Background: an optimization exercise with open tools, aiming at small area, a short achievable clock period and few clock cycles. Do not read the settings as production practice.
Function was not checked in any run shown here: the RTL went through the layout flow alone.
No activity file was given, so power comes from the tool's default toggle rates.

**config.mk**
```make
export PLATFORM = sky130hd
export DESIGN_NAME = prb_link
export DESIGN_NICKNAME = prb_link
export VERILOG_FILES = /design/flow/design.v
export SDC_FILE = /design/flow/constraint.sdc
export NUM_CORES = 4
export LEC_CHECK = 0
export CAP_MARGIN = 20
export CORE_MARGIN = 2
export CORE_UTILIZATION = 65
export PLACE_DENSITY = 0.75
export SLEW_MARGIN = 20
```
**design.v**
```verilog
module prb_link #(
    parameter PANEL_W     = 240,
    parameter PANEL_H     = 240,
    parameter LINE_W      = 160,
    parameter SRC_H       = 144,
    parameter MADCTL_INIT = 8'h00,
    parameter COLMOD_16BPP = 8'h55,
    parameter MS_CYCLES   = 8
) (
    input             clk,
    input             rst,
    input             cmd_valid,
    output            cmd_ready,
    input      [12:0] cmd_addr,
    input      [31:0] cmd_data,
    output reg        rsp_valid,
    output     [7:0]  rsp_code,
    output     [15:0] rsp_off,
    output reg        sck,
    output reg        mosi,
    output reg        dc,
    output reg        csn,
    output reg        rstn,
    output reg        bl
);
    localparam X0 = (PANEL_W - LINE_W) / 2;
    localparam Y0 = (PANEL_H - SRC_H) / 2;
    localparam NRING = LINE_W / 16;
    localparam [3:0] F_NONE        = 4'h0;
    localparam [3:0] F_BAD_ACCESS  = 4'h1;
    localparam [3:0] F_BAD_REG     = 4'h2;
    localparam [3:0] F_NOT_OPEN    = 4'h6;
    localparam [3:0] F_OPEN        = 4'h7;
    localparam [3:0] F_INVERTED    = 4'h8;
    localparam [3:0] F_RANGE       = 4'h9;
    localparam [3:0] F_UNINIT      = 4'hA;
    localparam [3:0] F_PAL_INDEX   = 4'hB;
    localparam [3:0] F_ROW_RANGE   = 4'hE;
    localparam [2:0] OP_INIT  = 3'd0;
    localparam [2:0] OP_WIN   = 3'd1;
    localparam [2:0] OP_FILL  = 3'd2;
    localparam [2:0] OP_DRAW  = 3'd3;
    localparam [2:0] OP_PIXEL = 3'd4;
    localparam [2:0] OP_INV   = 3'd5;
    localparam [2:0] OP_IDLE  = 3'd6;
    localparam [2:0] OP_POWER = 3'd7;
    localparam [1:0] IT_BYTE = 2'd0;
    localparam [1:0] IT_RST0 = 2'd1;
    localparam [1:0] IT_RST1 = 2'd2;
    localparam [1:0] IT_END  = 2'd3;
    localparam [15:0] W_798  = 16'd2047 - 16'd798;
    localparam [15:0] W_799  = 16'd2047 - 16'd799;
    localparam [15:0] W_958  = 16'd2047 - 16'd958;
    localparam [15:0] W_959  = 16'd2047 - 16'd959;
    localparam [15:0] W_1198 = 16'd2047 - 16'd1198;
    localparam [4:0] LB_INVALID = 5'h10;
    localparam [4:0] LB_BADHI   = 5'h11;
    reg [5*LINE_W-1:0] lbr;      
    reg [255:0] palr;            
    reg [15:0]  pal_v;
    reg [3:0]   ph;
    reg         sweep;
    reg         xv;              
    reg         xc;              
    reg         xr;              
    reg [12:0]  xa;
    reg [31:0]  xd;
    reg         xk_mis, xk_lb, xk_pal, xk_reg, xk_drw, xk_op;
    reg         xg;              
    reg [3:0]   xf;              
    reg         ret;             
    reg [7:0]   lb_ok;
    reg [7:0]  w_cs, w_ce, w_rs, w_re;
    reg        c_inv, c_rng, r_inv, r_rng;
    reg [15:0] f_col;
    reg [7:0]  f_x, f_y, f_w, f_h;   
    reg        f_xb, f_yb, f_wb, f_hb;
    reg        f_wz, f_hz;
    reg        sopen;
    reg        rdy;
    reg        s_idle, s_scan, s_pre, s_next, s_byte, s_wait;
    reg [2:0]  op;
    reg        o_draw, o_fill;
    reg [4:0]  step;
    reg [7:0]  col, row;
    reg        half;
    reg        lc_r, lr_r;       
    reg [4:0]  lbq;
    reg        scv;
    reg [3:0]  nidx;
    reg        ni_v;
    reg [15:0] pcol;
    reg        pc_v;
    reg [7:0]  sh;               
    reg        hi;               
    reg        blast;            
    reg        pfe;
    reg [1:0]  pw;
    reg        wz;               
    reg [3:0]  rcode;
    reg [12:0] roff;
    reg [1:0]  ik;
    reg [7:0]  iv;
    reg        idc, ife, ipix;
    reg [1:0]  ipw;
    assign cmd_ready = rdy;
    assign rsp_code  = {4'h0, rcode};
    assign rsp_off   = {3'b000, roff};
    wire [4:0]  rsel   = xa[6:2];
    wire [7:0]  lb_i   = xa[9:2];
    wire [3:0]  pal_k  = xa[5:2];
    wire [15:0] d_lo   = xd[15:0];
    wire [15:0] d_hi   = xd[31:16];
    wire        xk_wr  = xk_lb | xk_pal;
    wire        x_new  = xv & ~xc & ~xr;                     
    wire        x_run  = x_new & ~xk_op & ~xk_wr;            
    wire        x_go   = xc & xg;                            
    wire        lb_kg  = (xd[7:4] == 4'h0) & pal_v[xd[3:0]];
    wire [8:0]  f_xe   = {1'b0, f_x} + {1'b0, f_w};         
    wire [8:0]  f_ye   = {1'b0, f_y} + {1'b0, f_h};
    wire        f_orng = f_xb | f_wb | f_yb | f_hb |
                         (f_xe >= PANEL_W) | (f_ye >= PANEL_H);
    reg [3:0] chk;
    always @(*) begin
        chk = F_NONE;
        if (xk_drw) begin
            if (sopen)              chk = F_OPEN;
            else if (d_lo >= SRC_H) chk = F_ROW_RANGE;
        end else begin
            case (rsel)
                5'h13: begin  
                    if (sopen)                chk = F_OPEN;
                    else if (c_inv | r_inv)   chk = F_INVERTED;
                    else if (c_rng | r_rng)   chk = F_RANGE;
                end
                5'h14: begin  
                    if (sopen)                chk = F_OPEN;
                    else if (d_lo >= PANEL_W || d_hi >= PANEL_H)
                                              chk = F_RANGE;
                end
                5'h16: begin  
                    if (!sopen)               chk = F_NOT_OPEN;
                end
                5'h1B: begin  
                    if (sopen)                chk = F_OPEN;
                    else if (f_wz | f_hz)     chk = F_INVERTED;
                    else if (f_orng)          chk = F_RANGE;
                end
                default: begin  
                    if (sopen)                chk = F_OPEN;
                end
            endcase
        end
    end
    wire [12:0] a      = cmd_addr;
    wire        acc    = cmd_valid & rdy;
    wire        a_mis  = (a[1:0] != 2'b00);
    wire        a_lb   = ~a_mis & (a[12:10] == 3'b100) & (a[9:2] < LINE_W);
    wire        a_pal  = ~a_mis & (a[12:6] == 7'b0000100);
    wire        a_reg  = ~a_mis & (a[12:7] == 6'd0) & a[6];
    wire        a_drw  = ~a_mis & (a[12:2] == 11'h020);
    wire        a_op   = a_drw | (a_reg &
                         ((a[6:2] == 5'h10) | (a[6:2] == 5'h13) | (a[6:2] == 5'h14) |
                          (a[6:2] == 5'h16) | ((a[6:2] >= 5'h1B) & (a[6:2] != 5'h1E))));
    wire        a_al   = (a[5:2] == ph_n);
    wire        a_next = ~a_op & (~(a_lb | a_pal) | a_al);
    wire [3:0]  ph_n   = ph + 4'd1;
    wire [15:0] pal_port = palr[15:0];
    wire [4:0]  x_code = (xd[7:4] != 4'h0) ? LB_BADHI : {1'b0, xd[3:0]};
    reg  [4:0]  lbp;      
    integer k;
    always @(*) begin
        lbp = 5'd0;
        for (k = 0; k < NRING; k = k + 1)
            if (col[7:4] == k)
                lbp = lbr[16*k*5 +: 5];
    end
    wire        pix    = o_fill | o_draw;
    wire        lastc  = o_draw ? (row == LINE_W - 1) : (col == f_w);
    wire        lastr  = o_draw | (row == f_h);
    reg [1:0]  it_k;
    reg [7:0]  it_v;
    reg        it_dc;     
    reg        it_fe;     
    reg        it_pix;    
    reg [1:0]  it_pw;     
    always @(*) begin
        it_k   = IT_BYTE;
        it_v   = 8'h00;
        it_dc  = 1'b1;
        it_fe  = 1'b0;
        it_pix = 1'b0;
        it_pw  = 2'd0;
        case (step)
            5'd0:  it_k = IT_RST0;
            5'd1:  it_k = IT_RST1;
            5'd2:  begin it_v = 8'h01; it_dc = 1'b0; it_fe = 1'b1; it_pw = 2'd1; end
            5'd3:  begin it_v = 8'h11; it_dc = 1'b0; it_fe = 1'b1; it_pw = 2'd2; end
            5'd4:  begin it_v = 8'h3A; it_dc = 1'b0; end
            5'd5:  begin it_v = COLMOD_16BPP; it_fe = 1'b1; end
            5'd6:  begin it_v = 8'h36; it_dc = 1'b0; end
            5'd7:  begin it_v = MADCTL_INIT; it_fe = 1'b1; end
            5'd8:  begin it_v = 8'h2A; it_dc = 1'b0; end
            5'd10: it_v = w_cs;
            5'd12: begin it_v = w_ce; it_fe = 1'b1; end
            5'd13: begin it_v = 8'h2B; it_dc = 1'b0; end
            5'd15: it_v = w_rs;
            5'd17: begin it_v = w_re; it_fe = 1'b1; end
            5'd18: begin it_v = 8'h2C; it_dc = 1'b0; it_fe = 1'b1; end
            5'd19: begin
                if (op == OP_INIT) begin
                    it_v = 8'h13; it_dc = 1'b0; it_fe = 1'b1;
                end else if (pix) begin
                    it_pix = 1'b1; it_fe = half & lastc & lastr;
                end else
                    it_k = IT_END;
            end
            5'd20: begin
                if (op == OP_INIT) begin
                    it_v = 8'h29; it_dc = 1'b0; it_fe = 1'b1; it_pw = 2'd3;
                end else
                    it_k = IT_END;
            end
            5'd22: begin
                it_dc = 1'b0; it_fe = 1'b1;
                case (op)
                    OP_INV:  it_v = {7'b0010000, xd[0]};
                    OP_IDLE: it_v = {7'b0011100, xd[0]};
                    default: begin
                        it_v  = {7'b0001000, ~xd[0]};
                        it_pw = xd[0] ? 2'd0 : 2'd3;
                    end
                endcase
            end
            5'd24: it_v = xd[15:8];
            5'd25: it_v = xd[7:0];
            5'd9, 5'd11, 5'd14, 5'd16: it_v = 8'h00;
            default: it_k = IT_END;
        endcase
    end
    wire [15:0] pc    = o_fill ? f_col : pcol;
    wire [7:0]  pbyte = half ? pc[7:0] : pc[15:8];
    wire need  = s_next | (blast & (pw == 2'd0)) | (s_wait & wz);
    wire stall = ipix & o_draw & ~half & ~pc_v;
    wire ld    = need & ~stall;
    wire lo_ld = ld & ipix & half;
    wire fetch   = o_draw & ~s_idle & ~s_scan;
    wire lb_cap  = fetch & ~ni_v & (col[3:0] == ph) & (col < LINE_W);
    wire pal_cap = fetch & ni_v & (nidx == ph) & (~pc_v | lo_ld);
    wire scan_al  = (col[3:0] == ph);
    wire scan_bad = s_scan & scv & (lbq[4] | ~pal_v[lbq[3:0]]);
    wire scan_ok  = s_scan & scv & ~scan_bad & (col == LINE_W);
    wire op_end  = (ld & (ik == IT_END)) | scan_bad;
    wire x_cons  = ret | x_run | (xc & ~xg) | (xr & op_end);
    wire xv_n    = acc | (xv & ~x_cons);
    wire ret_n   = acc ? ((a_lb | a_pal) & a_al)
                       : (xv & ~x_cons & xk_wr & (pal_k == ph_n));
    wire done_n  = acc ? a_next : ret_n;
    wire sweep_n = sweep & (ph != 4'd15);
    integer r, s;
    always @(posedge clk) begin
        for (r = 0; r < NRING; r = r + 1) begin
            for (s = 0; s < 15; s = s + 1)
                lbr[(16*r+s)*5 +: 5] <= lbr[(16*r+s+1)*5 +: 5];
            if (sweep)
                lbr[(16*r+15)*5 +: 5] <= LB_INVALID;
            else if (ret & xk_lb & (lb_i[7:4] == r))
                lbr[(16*r+15)*5 +: 5] <= x_code;
            else
                lbr[(16*r+15)*5 +: 5] <= lbr[(16*r)*5 +: 5];
        end
        for (s = 0; s < 15; s = s + 1)
            palr[16*s +: 16] <= palr[16*(s+1) +: 16];
        palr[16*15 +: 16] <= (ret & xk_pal) ? d_lo : pal_port;
    end
    always @(posedge clk) begin
        lbq  <= lbp;
        ik   <= it_k;
        iv   <= it_v;
        idc  <= it_dc;
        ife  <= it_fe;
        ipix <= it_pix;
        ipw  <= it_pw;
        lc_r <= lastc;
        lr_r <= lastr;
        xa[12:10]  <= cmd_addr[12:10];
        xa[1:0]    <= cmd_addr[1:0];
        xd[31:16]  <= cmd_data[31:16];
        xk_mis     <= a_mis;
        xk_reg     <= a_reg;
        if (rdy | ~xv) begin
            xa[9:2]    <= cmd_addr[9:2];
            xd[15:0]   <= cmd_data[15:0];
            xk_lb  <= a_lb;
            xk_pal <= a_pal;
            xk_drw <= a_drw;
            xk_op  <= a_op;
        end
        if (x_new) begin
            xg <= (chk == F_NONE);
            xf <= chk;
        end
        if (lb_cap)
            nidx <= lbp[3:0];
        if (pal_cap)
            pcol <= pal_port;
        if (ld & (ik == IT_BYTE))
            hi <= 1'b0;
        else if (s_byte)
            hi <= ~hi;
    end
    always @(posedge clk) begin
        if (rst) begin
            ph    <= 4'd0;
            sweep <= 1'b1;
            pal_v <= 16'h0000;
            lb_ok <= 8'd0;
        end else begin
            ph    <= ph_n;
            sweep <= sweep_n;
            if (ret & xk_pal)
                pal_v[pal_k] <= 1'b1;
            if (ret & xk_lb) begin
                if (lb_i == lb_ok && lb_kg)
                    lb_ok <= lb_ok + 8'd1;
                else if (!lb_kg)
                    lb_ok <= 8'd0;
            end
            if (scan_ok)
                lb_ok <= LINE_W;
        end
    end
    always @(posedge clk) begin
        if (rst) begin
            rdy       <= 1'b0;
            xv        <= 1'b0;
            xc        <= 1'b0;
            xr        <= 1'b0;
            ret       <= 1'b0;
            s_idle    <= 1'b1;
            s_scan    <= 1'b0;
            s_pre     <= 1'b0;
            s_next    <= 1'b0;
            s_byte    <= 1'b0;
            s_wait    <= 1'b0;
            op        <= OP_INIT;
            o_draw    <= 1'b0;
            o_fill    <= 1'b0;
            step      <= 5'd0;
            rsp_valid <= 1'b0;
            rcode     <= 4'h0;
            roff      <= 13'h0;
            sck       <= 1'b0;
            mosi      <= 1'b0;
            dc        <= 1'b1;
            csn       <= 1'b1;
            rstn      <= 1'b1;
            bl        <= 1'b0;
            w_cs <= 8'd0; w_ce <= 8'd0; w_rs <= 8'd0; w_re <= 8'd0;
            c_inv <= 1'b0; c_rng <= 1'b0; r_inv <= 1'b0; r_rng <= 1'b0;
            f_col <= 16'h0;
            f_x <= 8'd0; f_y <= 8'd0; f_w <= 8'd0; f_h <= 8'd0;
            f_xb <= 1'b0; f_yb <= 1'b0; f_wb <= 1'b0; f_hb <= 1'b0;
            f_wz <= 1'b1; f_hz <= 1'b1;
            sopen     <= 1'b0;
            pfe       <= 1'b0;
            pw        <= 2'd0;
            blast     <= 1'b0;
            wz        <= 1'b0;
            scv       <= 1'b0;
            half      <= 1'b0;
            col       <= 8'd0;
            row       <= 8'd0;
            ni_v      <= 1'b0;
            pc_v      <= 1'b0;
        end else begin
            rsp_valid <= 1'b0;
            rdy       <= ~sweep_n & (~xv_n | done_n);
            xv        <= xv_n;
            ret       <= ret_n;
            xc        <= x_new & xk_op;
            if (x_go)
                xr <= 1'b1;
            if (xr & op_end)
                xr <= 1'b0;
            s_pre     <= 1'b0;
            if (s_pre)
                s_next <= 1'b1;
            if (ret) begin
                rsp_valid <= 1'b1;
                rcode     <= F_NONE;
                roff      <= 13'h0;
            end
            if (x_run) begin
                rsp_valid <= 1'b1;
                rcode     <= F_NONE;
                roff      <= 13'h0;
                if (xk_mis) begin
                    rcode <= F_BAD_ACCESS;
                    roff  <= xa;
                end else if (!xk_reg) begin
                    rcode <= F_BAD_REG;
                    roff  <= xa;
                end else begin
                    case (rsel)
                        5'h11: begin  
                            w_cs  <= xd[7:0];
                            w_ce  <= xd[23:16];
                            c_inv <= (d_lo > d_hi);
                            c_rng <= (d_hi >= PANEL_W);
                        end
                        5'h12: begin  
                            w_rs  <= xd[7:0];
                            w_re  <= xd[23:16];
                            r_inv <= (d_lo > d_hi);
                            r_rng <= (d_hi >= PANEL_H);
                        end
                        5'h15: begin  
                            if (sopen) begin
                                rcode <= F_OPEN; roff <= xa;
                            end else begin
                                sopen <= 1'b1;
                                csn   <= 1'b0;
                            end
                        end
                        5'h17: begin  
                            if (!sopen) begin
                                rcode <= F_NOT_OPEN; roff <= xa;
                            end else begin
                                sopen <= 1'b0;
                                csn   <= 1'b1;
                            end
                        end
                        5'h18: f_col <= d_lo;
                        5'h19: begin
                            f_x <= xd[7:0];   f_xb <= (xd[15:8] != 8'd0);
                            f_y <= xd[23:16]; f_yb <= (xd[31:24] != 8'd0);
                        end
                        5'h1A: begin
                            f_w <= xd[7:0] - 8'd1;   f_wb <= (xd[15:8] != 8'd0);
                            f_h <= xd[23:16] - 8'd1; f_hb <= (xd[31:24] != 8'd0);
                            f_wz <= (xd[15:0] == 16'd0);
                            f_hz <= (xd[31:16] == 16'd0);
                        end
                        default: bl <= xd[0];  
                    endcase
                end
            end
            if (x_new & xk_op) begin
                roff <= xa;
                if (~xk_drw & (rsel == 5'h14) & (chk == F_NONE)) begin
                    w_cs <= xd[7:0];   w_ce <= xd[7:0];
                    w_rs <= xd[23:16]; w_re <= xd[23:16];
                    c_inv <= 1'b0; c_rng <= 1'b0; r_inv <= 1'b0; r_rng <= 1'b0;
                end
            end
            if (xc & ~xg) begin
                rsp_valid <= 1'b1;
                rcode     <= xf;
            end
            if (x_go) begin
                s_idle <= 1'b0;
                s_pre  <= 1'b1;
                o_draw <= 1'b0;
                o_fill <= 1'b0;
                if (xk_drw) begin
                    op     <= OP_DRAW;
                    o_draw <= 1'b1;
                    col    <= lb_ok;
                    scv    <= 1'b0;
                    if (lb_ok == LINE_W) begin
                        w_cs <= X0;
                        w_ce <= X0 + LINE_W - 1;
                        w_rs <= Y0 + xd[7:0];
                        w_re <= Y0 + xd[7:0];
                        c_inv <= 1'b0; c_rng <= 1'b0; r_inv <= 1'b0; r_rng <= 1'b0;
                        step <= 5'd8;
                        col  <= 8'd0;
                        row  <= 8'd0;
                        half <= 1'b0;
                        ni_v <= 1'b0;
                        pc_v <= 1'b0;
                    end else begin
                        s_pre  <= 1'b0;
                        s_scan <= 1'b1;
                    end
                end else begin
                    case (rsel)
                        5'h10: begin  
                            w_cs <= 8'd0; w_ce <= PANEL_W - 1;
                            w_rs <= 8'd0; w_re <= PANEL_H - 1;
                            c_inv <= 1'b0; c_rng <= 1'b0; r_inv <= 1'b0; r_rng <= 1'b0;
                            op   <= OP_INIT;
                            step <= 5'd0;
                        end
                        5'h13: begin  
                            op   <= OP_WIN;
                            step <= 5'd8;
                        end
                        5'h14: begin  
                            op   <= OP_WIN;
                            step <= 5'd8;
                        end
                        5'h16: begin  
                            op   <= OP_PIXEL;
                            step <= 5'd24;
                        end
                        5'h1B: begin  
                            w_cs <= f_x; w_ce <= f_xe[7:0];
                            w_rs <= f_y; w_re <= f_ye[7:0];
                            c_inv <= 1'b0; c_rng <= 1'b0; r_inv <= 1'b0; r_rng <= 1'b0;
                            op     <= OP_FILL;
                            o_fill <= 1'b1;
                            step   <= 5'd8;
                            col    <= 8'd0;
                            row    <= 8'd0;
                            half   <= 1'b0;
                        end
                        default: begin  
                            op   <= (rsel == 5'h1C) ? OP_INV :
                                    (rsel == 5'h1F) ? OP_IDLE : OP_POWER;
                            step <= 5'd22;
                        end
                    endcase
                end
            end
            if (s_scan) begin
                scv <= scan_al;
                if (scan_al) begin
                    col  <= col + 8'd1;
                    roff <= {1'b1, 2'b00, col, 2'b00};
                end
                if (scan_bad) begin
                    if (lbq[4]) begin
                        rcode <= lbq[0] ? F_PAL_INDEX : F_UNINIT;
                        roff  <= roff;
                    end else begin
                        rcode <= F_UNINIT;
                        roff  <= {5'b00001, 2'b00, lbq[3:0], 2'b00};
                    end
                    rsp_valid <= 1'b1;
                    s_scan    <= 1'b0;
                    s_idle    <= 1'b1;
                end else if (scan_ok) begin
                    w_cs <= X0;
                    w_ce <= X0 + LINE_W - 1;
                    w_rs <= Y0 + xd[7:0];
                    w_re <= Y0 + xd[7:0];
                    c_inv <= 1'b0; c_rng <= 1'b0; r_inv <= 1'b0; r_rng <= 1'b0;
                    step <= 5'd8;
                    col  <= 8'd0;
                    row  <= 8'd0;
                    half <= 1'b0;
                    ni_v <= 1'b0;
                    pc_v <= 1'b0;
                    s_scan <= 1'b0;
                    s_pre  <= 1'b1;
                end
            end
            if (lb_cap) begin
                ni_v <= 1'b1;
                col  <= col + 8'd1;
            end
            if (pal_cap) begin
                ni_v <= 1'b0;
                pc_v <= 1'b1;
            end else if (lo_ld)
                pc_v <= 1'b0;
            if (s_byte) begin
                if (!hi) begin
                    sck   <= 1'b1;
                    csn   <= 1'b0;
                    blast <= (sh == 8'h80);
                end else if (!blast) begin
                    sck  <= 1'b0;
                    mosi <= sh[7];
                    sh   <= {sh[6:0], 1'b0};
                end else begin
                    sck   <= 1'b0;
                    blast <= 1'b0;
                    if (pw != 2'd0) begin
                        csn    <= 1'b1;
                        pfe    <= 1'b0;
                        pw     <= 2'd0;
                        {row, col} <= (pw == 2'd1) ? W_1198 :
                                      (pw == 2'd2) ? W_958 : W_959;
                        wz     <= 1'b0;
                        s_byte <= 1'b0;
                        s_wait <= 1'b1;
                    end else if (stall) begin
                        s_byte <= 1'b0;
                        s_next <= 1'b1;
                    end
                end
            end
            if (s_wait) begin
                col <= col + 8'd1;
                if (col == 8'hFF)
                    row <= row + 8'd1;
                wz   <= ({row[2:0], col} == 11'h7FE);
                if (wz & stall) begin
                    s_wait <= 1'b0;
                    s_next <= 1'b1;
                end
            end
            if (ld) begin
                if (pfe)
                    csn <= 1'b1;
                pfe    <= 1'b0;
                step   <= step + 5'd1;
                s_next <= 1'b0;
                s_byte <= 1'b0;
                s_wait <= 1'b0;
                case (ik)
                    IT_BYTE: begin
                        sh     <= {(ipix ? pbyte[6:0] : iv[6:0]), 1'b1};
                        mosi   <= ipix ? pbyte[7] : iv[7];
                        dc     <= idc;
                        pfe    <= ife;
                        pw     <= ipw;
                        s_byte <= 1'b1;
                        if (ipix) begin
                            step <= step;
                            if (!half) begin
                                half <= 1'b1;
                            end else begin
                                half <= 1'b0;
                                if (o_draw) begin
                                    if (lc_r) step <= 5'd20;
                                    else row <= row + 8'd1;
                                end else if (lc_r) begin
                                    col <= 8'd0;
                                    if (lr_r) step <= 5'd20;
                                    else row <= row + 8'd1;
                                end else
                                    col <= col + 8'd1;
                            end
                        end
                    end
                    IT_RST0: begin
                        rstn   <= 1'b0;
                        {row, col} <= W_799;
                        wz     <= 1'b0;
                        s_wait <= 1'b1;
                    end
                    IT_RST1: begin
                        rstn   <= 1'b1;
                        {row, col} <= W_798;
                        wz     <= 1'b0;
                        s_wait <= 1'b1;
                    end
                    default: begin
                        rsp_valid <= 1'b1;
                        rcode     <= F_NONE;
                        roff      <= 13'h0;
                        s_idle    <= 1'b1;
                    end
                endcase
            end
        end
    end
endmodule
```
**standard.sh**
```bash
#!/bin/bash
# synth_recipe.tcl (not shown) runs the flow's synth.tcl, then flattens the netlist and writes it again
# the make line also repeats each setting of config.mk as NAME=value (left out here)
make -C /OpenROAD-flow-scripts/flow DESIGN_CONFIG=/design/flow/config.mk WORK_HOME=/design/flow/orfs CLKGATE_MAP_FILE= SYNTH_SCRIPT=/design/flow/synth_recipe.tcl "${@:-finish}"
```
**constraint.sdc**
```tcl
create_clock -name core_clock -period 8.0 [get_ports {clk}]
set_input_delay 1.6000 -clock core_clock [delete_from_list [all_inputs] [get_ports {clk}]]
set_output_delay 1.6000 -clock core_clock [all_outputs]
set_load 0.01 [all_outputs]
```
**flow/run.sh**
```bash
#!/bin/bash
# The standard layout (the standard.sh) with:
# - port buffers of buf_4 cells instead of the slow delay buffers that
#   buffer_ports picks by default;
# - timing repair aiming at 5.3 ns of setup slack (about a 2.7 ns period);
# - larger clock-tree sink clusters and no dummy clock loads.
set -euo pipefail
bash standard.sh \
  BUFFER_PORTS_ARGS="-buffer_cell sky130_fd_sc_hd__buf_4" \
  SETUP_SLACK_MARGIN=5.3 \
  CTS_ARGS="-sink_clustering_enable -repair_clock_nets -sink_clustering_size 16 -sink_clustering_max_diameter 60 -dont_use_dummy_load -sink_clustering_buffer sky130_fd_sc_hd__clkbuf_8" \
  finish > standard.log 2>&1
```
==> results of run 1 <==
worst max path at each step:
stage	start	to	slack, ns	cells after the start
6_report	xd[4]	w_cs[1]	5.09	12
5_1_grt	xd[5]	w_ce[7]	4.97	10
4_1_cts	xd[0]	w_ce[7]	5.13	12
3_5_place_dp	xa[2]	w_cs[6]	4.26	9
3_3_place_gp	rst	w_cs[6]	4.33	7
2_1_floorplan	cmd_addr[1]	ret	4.92	7
kinds of logic (layout without fill, tap and decap cells):
logic type      Yosys count  in the layout  synth area share
fa+ha+maj                65             65           0.02136
compound gates          588            588           0.09869
other cells               1              8        0.00009698
simple gates            801            801           0.09549
xor+xnor                 84             84           0.01903
mux                      85             85           0.02857
buf+inv                 203            357           0.02129
flops                  1352           1352            0.7155
power by group through the flow:
stage	logic, mW	registers [mW]	clock network, mW
after floorplan	0.109	6.96	0
after global placement	0.156	6.98	0
after detailed placement	0.160	6.99	0
after CTS	0.202	6.82	3.25
after global routing	0.227	6.82	3.45
final	0.216	6.82	3.19
Yosys cell counts, types with 10 or more instances:
| cell type | n |
|---|---|
| a211o_1 | 10 |
| a211oi_1 | 44 |
| a21o_1 | 12 |
| a21oi_1 | 195 |
| a221oi_1 | 15 |
| a22oi_1 | 19 |
| a31oi_1 | 41 |
| and2_1 | 16 |
| and3_1 | 20 |
| buf_1 | 11 |
| buf_2 | 10 |
| clkbuf_1 | 114 |
| dfxtp_1 | 1292 |
| edfxtp_1 | 60 |
| ha_1 | 62 |
| inv_1 | 53 |
| mux2_2 | 13 |
| mux2i_1 | 53 |
| mux4_2 | 19 |
| nand2_1 | 282 |
| nand2b_1 | 19 |
| nand3_1 | 47 |
| nand4_1 | 22 |
| nor2_1 | 248 |
| nor2b_1 | 20 |
| nor3_1 | 46 |
| nor4_1 | 13 |
| o211ai_1 | 25 |
| o21ai_0 | 106 |
| o22ai_1 | 21 |
| or2_2 | 11 |
| or3_1 | 11 |
| xnor2_1 | 51 |
| xor2_1 | 33 |
per-stage QoR:
step | power (mW) | hold WS [ns] | util | worst slack (ns) | cell area [sq um]
floorplan | 7.067 | 0.3096 | - | 4.915 | 38770
global placement | 7.140 | 0.3095 | 0.6764 | 4.329 | 39850
detailed placement | 7.145 | 0.3121 | 0.6768 | 4.264 | 39870
global route | 10.50 | 0.2777 | 0.7312 | 4.972 | 43070
CTS | 10.27 | 0.2790 | 0.7231 | 5.126 | 42590
finish | 10.22 | 0.2821 | 0.7312 | 5.094 | 43070
what timing repair did:
item                                    CTS  global route
endpoints found under the setup margin  171           137
pin swaps                                44            35
cloned                                    5             2
buffers inserted                         77            15
hold buffers                              0             0
resized for setup                       157            70
layout make-up:
cell class | count | area [sq um] | area share
Multi-Input combinational cell | 1630 | 10830 | 0.2514
Timing Repair Buffer | 200 | 1847 | 0.04287
Sequential cell | 1352 | 27730 | 0.6438
Tap cell | 773 | 967.2 | 0.02245
Inverter | 58 | 235.2 | 0.005461
Clock buffer | 99 | 1464 | 0.03399
Antenna cell | 1 | 2.502 | 0.00005810
critical path, stage by stage, from the launching register on:
cell and delay, ns:
edfxtp_1 0.49, buf_6 0.18, ha_1 0.21, and3_2 0.25
o311a_4 0.38, a211o_1 0.27, a21o_4 0.24, buf_12 0.14
buf_8 0.12, and2_4 0.21, buf_6 0.13, a21oi_2 0.12
o21ai_1 0.06
per-layer routing:
layer	wire length (um)	vias up
met5	38	-
met4	5259	6
met3	7253	306
met2	47910	1205
met1	41200	11986
li1	-	11166
==> results.txt, run 1 <==
status timing/DRC/antenna clean; Arr. time, crit path 3.43 ns; Seq pwr share 0.667; Hold Path Stages 0; Max Clock Freq 344.1 MHz; worst-case clock buffer depth 3; via count 24669; r2r startpoint xd[4]; Final Net Count 3453; Fin Setup TNS 0 ns; Async SR Flop Fraction 0; initial DRC count 2469; largest reg by FF count lbr; IO Count 80; Critical Path Sink Type flop; Slew headroom 0.1949; synthesis-stage register bit count 1352; wirelength, routed 101700 um; post-synth top area share 0.6689; # fillers 3635; DP Wirelength 66330 um; yosys warns 1; met1 Use GR 0.4301; Clock Skew 0.06819 ns; hold path start lbr[75]; Cells after DPL 3912; first-pass GRT wire length 151100 um; fin crit share 0.3633; Required @ worst endpoint 8.52 ns; Switching Share 0.2090; Mapped Avg Cell Area 12.16 sq um; worst reg2reg setup slack 5.09 ns; Die Height 247.9 um; Pins Over Slew Limit 0; PwrDens 237.3 nW/um^2; ratio of cells with drive above 1 in the final layout 0.1512; maximum vdd drop 0.0002292 V; Synth area leaders dfxtp_1 67%, edfxtp_1 4.7%, nand2_1 2.7%; Die X 247.9 um; Pint 8.086 mW; Cell Count, Final, Fillers Out 4113; antenna-violating nets left 0; sequential fraction of the synthesis area 0.7155; Initial Util 0.6564; worst reg-to-reg path cell count 12; Comb power frac 0.021; Yosys cell types 92; Most used DFF post-synth dfxtp_1; vias per std cell 5.998; gpl congestion 0.9704; vias in the first global route 24606; CP Class reg -> reg; initial antenna violation count 7; area leader, netlist dfxtp_1; max FFs per register 800; Leakage Power 16.56 nW; CP Max Fanout 8; final global-route overflow total 0; hold worst-path end lbr[70]; busiest grt layer met2; CTS Buf Count 99; min-delay worst type reg -> reg; Sw Pwr 2.136 mW; Row Count 89; CTS tree built; die area 61460 sq um; largest net degree at the start of global routing 84; most frequent cells in the layout 1256 x dfxtp_1, 274 x nand2_1, 240 x nor2_1, 176 x a21oi_1, 155 x buf_4; Period minus WS final 2.906 ns; Port Buf Inserts 72; commonest non-fill, non-tap cell in the layout dfxtp_1; Area growth syn-to-layout 11.39%; Cell Area, Synth 38670 sq um; clock root cell clkbuf_16; largest registers lbr x800, palr x256, xd x32; pin slew with the least headroom to its limit 1.203 ns; MaxCap Viol Count 0; GR Util met2 0.5370; clk sinks 1352; global-route met3 utilization 0.06077; final setup fails 0; average wire per standard cell 24.72 um; final hold viol count 0; RSZ-0062 raised after global routing true; FF-to-FF End w_cs[1]; Cells after Synth 3179; Clock Latency Late Sink 0.63 ns; Worst-path clk slew 0.11 ns; standard cell core area 58910 sq um; gr usage total 0.3310; number of synthesized flops with an enable pin 60; DRT Pass-1 Iters 7; Clk network pwr share 0.312; CP Launch Type flop; H-tree Lvls 3; DRC 0
==> run 2: changes to the inputs <==
--- a/flow/run.sh
+++ b/flow/run.sh
@@ -8,5 +8,5 @@
 bash standard.sh \
   BUFFER_PORTS_ARGS="-buffer_cell sky130_fd_sc_hd__buf_4" \
   SETUP_SLACK_MARGIN=5.3 \
-  CTS_ARGS="-sink_clustering_enable -repair_clock_nets -sink_clustering_size 16 -sink_clustering_max_diameter 60 -dont_use_dummy_load -sink_clustering_buffer sky130_fd_sc_hd__clkbuf_8" \
+  CTS_ARGS="-sink_clustering_enable -repair_clock_nets -sink_clustering_size 24 -sink_clustering_max_diameter 80 -dont_use_dummy_load" \
   finish > standard.log 2>&1
==> results.txt, run 2 <==
Yosys cell types 92 (unchanged); Initial Util 0.6564 (unchanged); vias in the first global route 24949 (was 24606); Cells after DPL 3912 (unchanged); H-tree Lvls 3 (unchanged); final setup fails 0 (unchanged); cell family with most CP delay compound AO/OA/AOI/OAI gates (unchanged); largest reg by FF count lbr (unchanged); synthesis-stage register bit count 1352 (unchanged); MaxCap Viol Count 0 (unchanged); hold path start palr[215] (was lbr[75]); final global-route overflow total 0 (unchanged); worst-case clock buffer depth 3 (unchanged); CTS Buf Count 69 (was 99); vias per std cell 6.120 (was 5.998); average wire per standard cell 26.21 um (was 24.72 um); antenna-violating nets left 0 (unchanged); Commonest cells post-synth 1292 x dfxtp_1, 282 x nand2_1, 248 x nor2_1 (unchanged); largest registers lbr x800, palr x256, xd x32 (unchanged); CTS tree built (unchanged); CP Class reg -> reg (unchanged); most common cell in the synthesized netlist dfxtp_1 (unchanged); Port Buf Inserts 72 (unchanged); Die X 247.9 um (unchanged); yosys warns 1 (unchanged); Worst-path clk slew 0.10 ns (was 0.11 ns); final hold viol count 0 (unchanged); DRC 0 (unchanged); Worst path max stage delay 0.42 ns (was 0.49 ns); Arr. time, crit path 3.48 ns (was 3.43 ns); Most used DFF post-synth dfxtp_1 (unchanged); Cell Count, Final, Fillers Out 4095 (was 4113); die area 61460 sq um (unchanged); via count 25061 (was 24669); CP Cell Sequence buf_6, ha_4, buf_4, buf_4, inv_1, o22ai_1, nand2_1, a211oi_2, a21o_4, buf_12, buf_12, and2_4, mux2i_1, o21ai_1 (was buf_6, ha_1, and3_2, o311a_4, a211o_1, a21o_4, buf_12, buf_8, and2_4, buf_6, a21oi_2, o21ai_1); DP Wirelength 66330 um (unchanged); initial DRC count 2640 (was 2469); Final Core Density 0.7405 (was 0.7312); Slew headroom 0.3412 (was 0.1949); Mapped Avg Cell Area 12.16 sq um (unchanged); Synth area leaders dfxtp_1 67%, edfxtp_1 4.7%, nand2_1 2.7% (unchanged); Critical Path Sink Type flop (unchanged); Die Height 247.9 um (unchanged); Cell Area, Synth 38670 sq um (unchanged); Final Power 10.63 mW (was 10.22 mW); wirelength, routed 107400 um (was 101700 um); max FFs per register 800 (unchanged); first-pass GRT wire length 157900 um (was 151100 um); # diodes 0 (was 1); r2r startpoint xa[2] (was xd[4]); min-delay worst type reg -> reg (unchanged); pin slew with the least headroom to its limit 0.9807 ns (was 1.203 ns); clk sinks 1352 (unchanged); sequential fraction of the synthesis area 0.7155 (unchanged); Async SR Flop Fraction 0 (unchanged); number of synthesized flops with an enable pin 60 (unchanged); DRT Pass-1 Iters 8 (was 7); Final Net Count 3436 (was 3453); Row Count 89 (unchanged); Period minus WS final 2.956 ns (was 2.906 ns); Leakage Power 16.73 nW (was 16.56 nW); PwrDens 243.7 nW/um^2 (was 237.3 nW/um^2); Area growth syn-to-layout 12.81% (was 11.39%); Fin Setup TNS 0 ns (unchanged); CP Launch Type flop (unchanged); Clock Skew 0.08533 ns (was 0.06819 ns); CP Max Fanout 9 (was 8); clock root cell clkbuf_16 (unchanged); ratio of cells with drive above 1 in the final layout 0.1532 (was 0.1512); Slowest cell on crit path edfxtp_1 (unchanged); status timing/DRC/antenna clean (unchanged); largest net degree at the start of global routing 84 (unchanged); Critical Path Start xa[2] (was xd[4]); fin crit share 0.3695 (was 0.3633); most frequent cells in the layout 1255 x dfxtp_1, 272 x nand2_1, 236 x nor2_1, 175 x a21oi_1, 163 x buf_4 (was 1256 x dfxtp_1, 274 x nand2_1, 240 x nor2_1, 176 x a21oi_1, 155 x buf_4); post-synth top area share 0.6689 (unchanged); maximum vdd drop 0.0002810 V (was 0.0002292 V); gr usage total 0.3486 (was 0.3310); gpl congestion 0.9704 (unchanged); worst path bufs/invs 6 (was 4); initial antenna violation count 5 (was 7); Max Clock Freq 338.3 MHz (was 344.1 MHz); Clock Latency Late Sink 0.66 ns (was 0.63 ns); commonest non-fill, non-tap cell in the layout dfxtp_1 (unchanged); standard cell core area 58910 sq um (unchanged); area leader, netlist dfxtp_1 (unchanged); Cells after Synth 3179 (unchanged); Pins Over Slew Limit 0 (unchanged); RSZ-0062 raised after global routing true (unchanged); IO Count 80 (unchanged); Required @ worst endpoint 8.52 ns (about the same)
## run 2: cell counts after synthesis
Identical to the previous run, type by type.
## run 2: metrics by stage
| step | instance area, sq um | setup slack (ns) | hold slack (ns) |
|---|---|---|---|
| floorplan | 38770 | 4.915 | 0.3096 |
| CTS | 43100 | 5.123 | 0.2913 |
| global placement | 39850 | 4.329 | 0.3095 |
| global route | 43620 | 4.980 | 0.2950 |
| detailed placement | 39870 | 4.264 | 0.3121 |
| finish | 43620 | 5.044 | 0.2938 |
## run 2: cell type report
class                   count  area (sq um)
fillers                  3524         15290
clock buffers              69          1727
flip-flops and latches   1352         27730
repair buffers            213          1983
multi-input cells        1630         10970
inverters                  58         245.2
well taps                 773         967.2
## run 2: repair_timing
| action | 4_1_cts | 5_1_grt |
|---|---|---|
| hold buffers | 0 | 0 |
| cloned | 7 | 1 |
| resized for setup | 176 | 84 |
| setup buffers | 85 | 21 |
| pin swaps | 46 | 39 |
| endpoints found under the setup margin | 185 | 155 |
## run 2: cell families (layout without fill, tap and decap cells)
group,Yosys count,in the layout,synth area share
buffers and inverters,203,340,0.02129
other,1,7,0.00009698
adders and majority gates,65,65,0.02136
xor gates and xnor gates,84,84,0.01903
muxes,85,85,0.02857
and+or+nand+nor,801,801,0.09549
DFF,1352,1352,0.7155
AOI/OAI and AO/OA,588,588,0.09869
## run 2: path summary, 6_finish.rpt
check             slack [ns]        end  cells after the start
setup / recovery        5.04    w_cs[6]                     14
hold / removal          0.29  palr[199]                      0
setup reg to reg        5.04    w_cs[6]                     14
hold reg to reg         0.29  palr[199]                      0
## run 2: where the power goes
group	switching, mW	internal, mW
sequential	0.0296	6.78
combinational	0.139	0.0882
clock	2.04	1.55
total	2.21	8.42
## run 2: layer usage
metal | routed length [um] | global-route usage | vias to the layer above
met4 | 5534 | 0.1724 | 4
met1 | 42530 | 0.4525 | 12218
li1 | - | - | 11161
met2 | 50450 | 0.5623 | 1342
met3 | 8811 | 0.06661 | 336
met5 | 23 | 0 | -
==> run 3: changes to the inputs <==
--- a/design.v
+++ b/design.v
@@ -283,16 +283,13 @@
         ipw  <= it_pw;
         lc_r <= lastc;
         lr_r <= lastr;
-        xa[12:10]  <= cmd_addr[12:10];
-        xa[1:0]    <= cmd_addr[1:0];
-        xd[31:16]  <= cmd_data[31:16];
-        xk_mis     <= a_mis;
-        xk_reg     <= a_reg;
         if (rdy | ~xv) begin
-            xa[9:2]    <= cmd_addr[9:2];
-            xd[15:0]   <= cmd_data[15:0];
+            xa     <= cmd_addr;
+            xd     <= cmd_data;
+            xk_mis <= a_mis;
             xk_lb  <= a_lb;
             xk_pal <= a_pal;
+            xk_reg <= a_reg;
             xk_drw <= a_drw;
             xk_op  <= a_op;
         end
@@ -446,17 +443,10 @@
                     endcase
                 end
             end
-            if (x_new & xk_op) begin
-                roff <= xa;
-                if (~xk_drw & (rsel == 5'h14) & (chk == F_NONE)) begin
-                    w_cs <= xd[7:0];   w_ce <= xd[7:0];
-                    w_rs <= xd[23:16]; w_re <= xd[23:16];
-                    c_inv <= 1'b0; c_rng <= 1'b0; r_inv <= 1'b0; r_rng <= 1'b0;
-                end
-            end
             if (xc & ~xg) begin
                 rsp_valid <= 1'b1;
                 rcode     <= xf;
+                roff      <= xa;
             end
             if (x_go) begin
                 s_idle <= 1'b0;
@@ -498,6 +488,9 @@
                             step <= 5'd8;
                         end
                         5'h14: begin  
+                            w_cs <= xd[7:0];   w_ce <= xd[7:0];
+                            w_rs <= xd[23:16]; w_re <= xd[23:16];
+                            c_inv <= 1'b0; c_rng <= 1'b0; r_inv <= 1'b0; r_rng <= 1'b0;
                             op   <= OP_WIN;
                             step <= 5'd8;
                         end
--- a/flow/run.sh
+++ b/flow/run.sh
@@ -8,5 +8,5 @@
 bash standard.sh \
   BUFFER_PORTS_ARGS="-buffer_cell sky130_fd_sc_hd__buf_4" \
   SETUP_SLACK_MARGIN=5.3 \
-  CTS_ARGS="-sink_clustering_enable -repair_clock_nets -sink_clustering_size 24 -sink_clustering_max_diameter 80 -dont_use_dummy_load" \
+  CTS_ARGS="-sink_clustering_enable -repair_clock_nets -sink_clustering_size 16 -sink_clustering_max_diameter 60 -dont_use_dummy_load -sink_clustering_buffer sky130_fd_sc_hd__clkbuf_8" \
   finish > standard.log 2>&1
==> results.txt, run 3 <==
post-layout instance area 42670 sq um (was 43620 sq um); number of synthesized flops with an enable pin 83 (was 60); Die Height 249.3 um (was 247.9 um); max FFs per register 800 (unchanged); Port Buf Inserts 72 (unchanged); sequential fraction of the synthesis area 0.7132 (was 0.7155); area leader, netlist dfxtp_1 (unchanged); Die X 249.3 um (was 247.9 um); area share of fa/ha/maj cells after synthesis 0.02079 (was 0.02136); Critical Path Sink Type flop (unchanged); most frequent cells in the layout 1228 x dfxtp_1, 242 x nor2_1, 200 x nand2_1, 164 x a21oi_1, 123 x buf_4 (was 1255 x dfxtp_1, 272 x nand2_1, 236 x nor2_1, 175 x a21oi_1, 163 x buf_4); antenna-violating nets left 0 (unchanged); largest net degree at the start of global routing 97 (was 84); wirelength, routed 98320 um (was 107400 um); Max Clock Freq 359.7 MHz (was 338.3 MHz); first-pass GRT wire length 147600 um (was 157900 um); DRC 0 (unchanged); IO Count 80 (unchanged); post-synth top area share 0.6495 (was 0.6689); XOR/XNOR Fraction of Synth Area 0.01791 (was 0.01903); Leakage Power 16.19 nW (was 16.73 nW); register area 27970 sq um (was 27730 sq um); initial DRC count 2169 (was 2640); clock root cell clkbuf_16 (unchanged); Async SR Flop Fraction 0 (unchanged); Commonest cells post-synth 1269 x dfxtp_1, 250 x nor2_1, 206 x nand2_1 (was 1292 x dfxtp_1, 282 x nand2_1, 248 x nor2_1); yosys warns 1 (unchanged); Clock Latency Late Sink 0.63 ns (was 0.66 ns); Cells after Synth 3167 (was 3179); ratio of cells with drive above 1 in the final layout 0.1317 (was 0.1532); DP Wirelength 64470 um (was 66330 um); vias per std cell 6.025 (was 6.120); CP Class reg -> reg (unchanged); die area 62150 sq um (was 61460 sq um); Yosys cell types 90 (was 92); Clock Skew 0.05913 ns (was 0.08533 ns); CP Max Fanout 3 (was 9); commonest non-fill, non-tap cell in the layout dfxtp_1 (unchanged); area of the multi-input gates 10750 sq um (was 10970 sq um); CP Cell Sequence ha_4, fa_2, a211oi_4, o21ai_2, and2_4, or4bb_1, o31a_1, a21o_1 (was buf_6, ha_4, buf_4, buf_4, inv_1, o22ai_1, nand2_1, a211oi_2, a21o_4, buf_12, buf_12, and2_4, mux2i_1, o21ai_1); H-tree Lvls 3 (unchanged); via count 24342 (was 25061); Slew headroom 0.3461 (was 0.3412); CTS tree built (unchanged); final setup fails 0 (unchanged); # fillers 3802 (was 3524); main combinational cell family by area after synthesis compound AO/OA/AOI/OAI gates (unchanged); largest registers lbr x800, palr x256, xd x32 (unchanged); gpl congestion 0.9505 (was 0.9704); mux share of post-synthesis cell area 0.04018 (was 0.02857); Cell Area, Synth 39110 sq um (was 38670 sq um); Worst path max stage delay 0.46 ns (was 0.42 ns); Slowest cell on crit path or4bb_1 (was edfxtp_1); Worst-path clk slew 0.11 ns (was 0.10 ns); fin crit share 0.3475 (was 0.3695); min-delay worst type reg -> reg (unchanged); most common cell in the synthesized netlist dfxtp_1 (unchanged); CP Launch Type flop (unchanged); Arr. time, crit path 3.13 ns (was 3.48 ns); Synth Area in Simple Gates 0.08864 (was 0.09549); final global-route overflow total 0 (unchanged); Required @ worst endpoint 8.35 ns (was 8.52 ns); synthesis-stage register bit count 1352 (unchanged); CTS Buf Count 99 (was 69); RSZ-0062 raised after global routing true (unchanged); Placement Cell Area 40250 sq um (was 39870 sq um); status timing/DRC/antenna clean (unchanged); Synth Area in Compound Gates 0.09498 (was 0.09869); Synth area leaders dfxtp_1 65%, edfxtp_1 6.4%, mux2i_1 2.6% (was dfxtp_1 67%, edfxtp_1 4.7%, nand2_1 2.7%); pin slew with the least headroom to its limit 0.9734 ns (was 0.9807 ns); final hold viol count 0 (unchanged); largest reg by FF count lbr (unchanged); Fin Setup TNS 0 ns (unchanged); Initial Util 0.6602 (was 0.6564); initial antenna violation count 4 (was 5); worst-case clock buffer depth 3 (unchanged); Area growth syn-to-layout 9.101% (was 12.81%); Post-CTS Hold Buffers 0 (unchanged); Cell Count, Final, Fillers Out 4040 (was 4095); DRT Pass-1 Iters 5 (was 8); clk sinks 1352 (unchanged); Row Count 89 (unchanged); maximum vdd drop 0.0002344 V (was 0.0002810 V); PwrDens 240.2 nW/um^2 (was 243.7 nW/um^2); gr usage total 0.3122 (was 0.3486); Period minus WS final 2.780 ns (was 2.956 ns); standard cell core area 59240 sq um (was 58910 sq um); Cells after DPL 3892 (was 3912); Final Net Count 3379 (was 3436); average wire per standard cell 24.34 um (was 26.21 um); Mapped Avg Cell Area 12.35 sq um (was 12.16 sq um); Most used DFF post-synth dfxtp_1 (unchanged); vias in the first global route 24265 (was 24949); Pins Over Slew Limit 0 (unchanged); MaxCap Viol Count 0 (unchanged)
## run 3: changes by cell type after synthesis, sizes merged, moves of 11 or more
cell,previous run,this run
inv,53,64
mux2i,53,103
o211ai,28,7
a22oi,19,30
edfxtp,60,83
nand2,283,207
buf,31,43
a31oi,41,30
o21a,2,14
dfxtp,1292,1269
a21oi,195,170
## run 3: worst paths after layout
check,from,to,slack [ns],cells after the start
max,f_h[0],xg,5.22,8
min,lbr[201],lbr[196],0.29,0
max reg2reg,f_h[0],xg,5.22,8
min reg2reg,lbr[201],lbr[196],0.29,0
## run 3: power breakdown
group	switching, mW	total (mW)	internal, mW
logic	0.139	0.220	0.0815
clock network	1.97	3.19	1.22
registers	0.0380	6.84	6.81
total	2.15	10.2	8.10
## run 3: cell families after synthesis
group                    Yosys count
multiplexers                     136
other                              1
AND/OR/NAND/NOR                  739
AO/OA/AOI/OAI                    572
XOR/XNOR                          80
buffers and inverters            223
flip-flops                      1352
adder cells (fa/ha/maj)           64
## run 3: critical path: cells and delay by family, from the launching register on
kind	cells	cell delay [ns]
fa+ha+maj	2	0.56
compound gates	4	0.97
flops	1	0.37
simple gates	2	0.61
## run 3: cell type report
cell class                 instances  share of cell area
sequential                      1352              0.6554
multi-input combinational       1600              0.2520
clock buffer                      99             0.03431
timing repair buffer             151             0.03000
tap                              773             0.02267
inverter                          64            0.005630
antenna                            1          0.00005864
## run 3: repair_timing
item,in CTS,in global routing
cloned,2,0
buffers inserted,39,7
hold endpoints to repair,0,0
setup endpoints to repair,213,88
gates resized for setup,110,63
pin swaps,16,8
## run 3: per-stage QoR
| stage | hold WS [ns] | setup WS (ns) | utilization | total power, mW |
|---|---|---|---|---|
| final | 0.2938 | 5.220 | 0.7203 | 10.25 |
| after global routing | 0.2865 | 5.153 | 0.7203 | 10.53 |
| after CTS | 0.2913 | 5.198 | 0.7153 | 10.29 |
| after detailed placement | 0.3121 | 4.220 | 0.6795 | 7.200 |
| after global placement | 0.3095 | 4.358 | 0.6794 | 7.194 |
| after floorplan | 0.3096 | 5.107 | - | 7.107 |
## run 3: metal layers
layer  share of wire  wire, um  global-route usage
met5        0.000071         7                   0
met4           0.040      3912              0.1305
met3           0.076      7439             0.05340
met2            0.47     45820              0.4977
met1            0.42     41130              0.4257

-- what the ideal ports hide --
The flow's constraints put no driver on any port. The routed layouts listed below were extracted and timed again, unchanged, in two steps.
Step 1: set_driving_cell puts a clkbuf_16 on clk and a buf_2 on each other input, an assumption about the parent block.
Step 2 times the ports against the registers' clock, not the clock port: input delays grow and output delays shrink by t, the midpoint of the rising clock arrivals with the driver on.
Three values: ideal ports, drivers, drivers and shift; two values: the first two.
| run | shift t [ns] | setup slack, ns | worst setup path after step 2 |
|---|---|---|---|
| run 1 | 0.667 | 5.094 / 5.094 / 4.604 | input to register |
| run 2 | 0.690 | 5.044 / 5.044 / 4.550 | input to register |
| run 3 | 0.673 | 5.220 / 5.220 / 4.798 | input to register |
After both steps setup and hold are still met in every run listed. The setup slack of run 2, which loses most, moves by 0.000 ns with the drivers and by -0.494 ns with both steps.
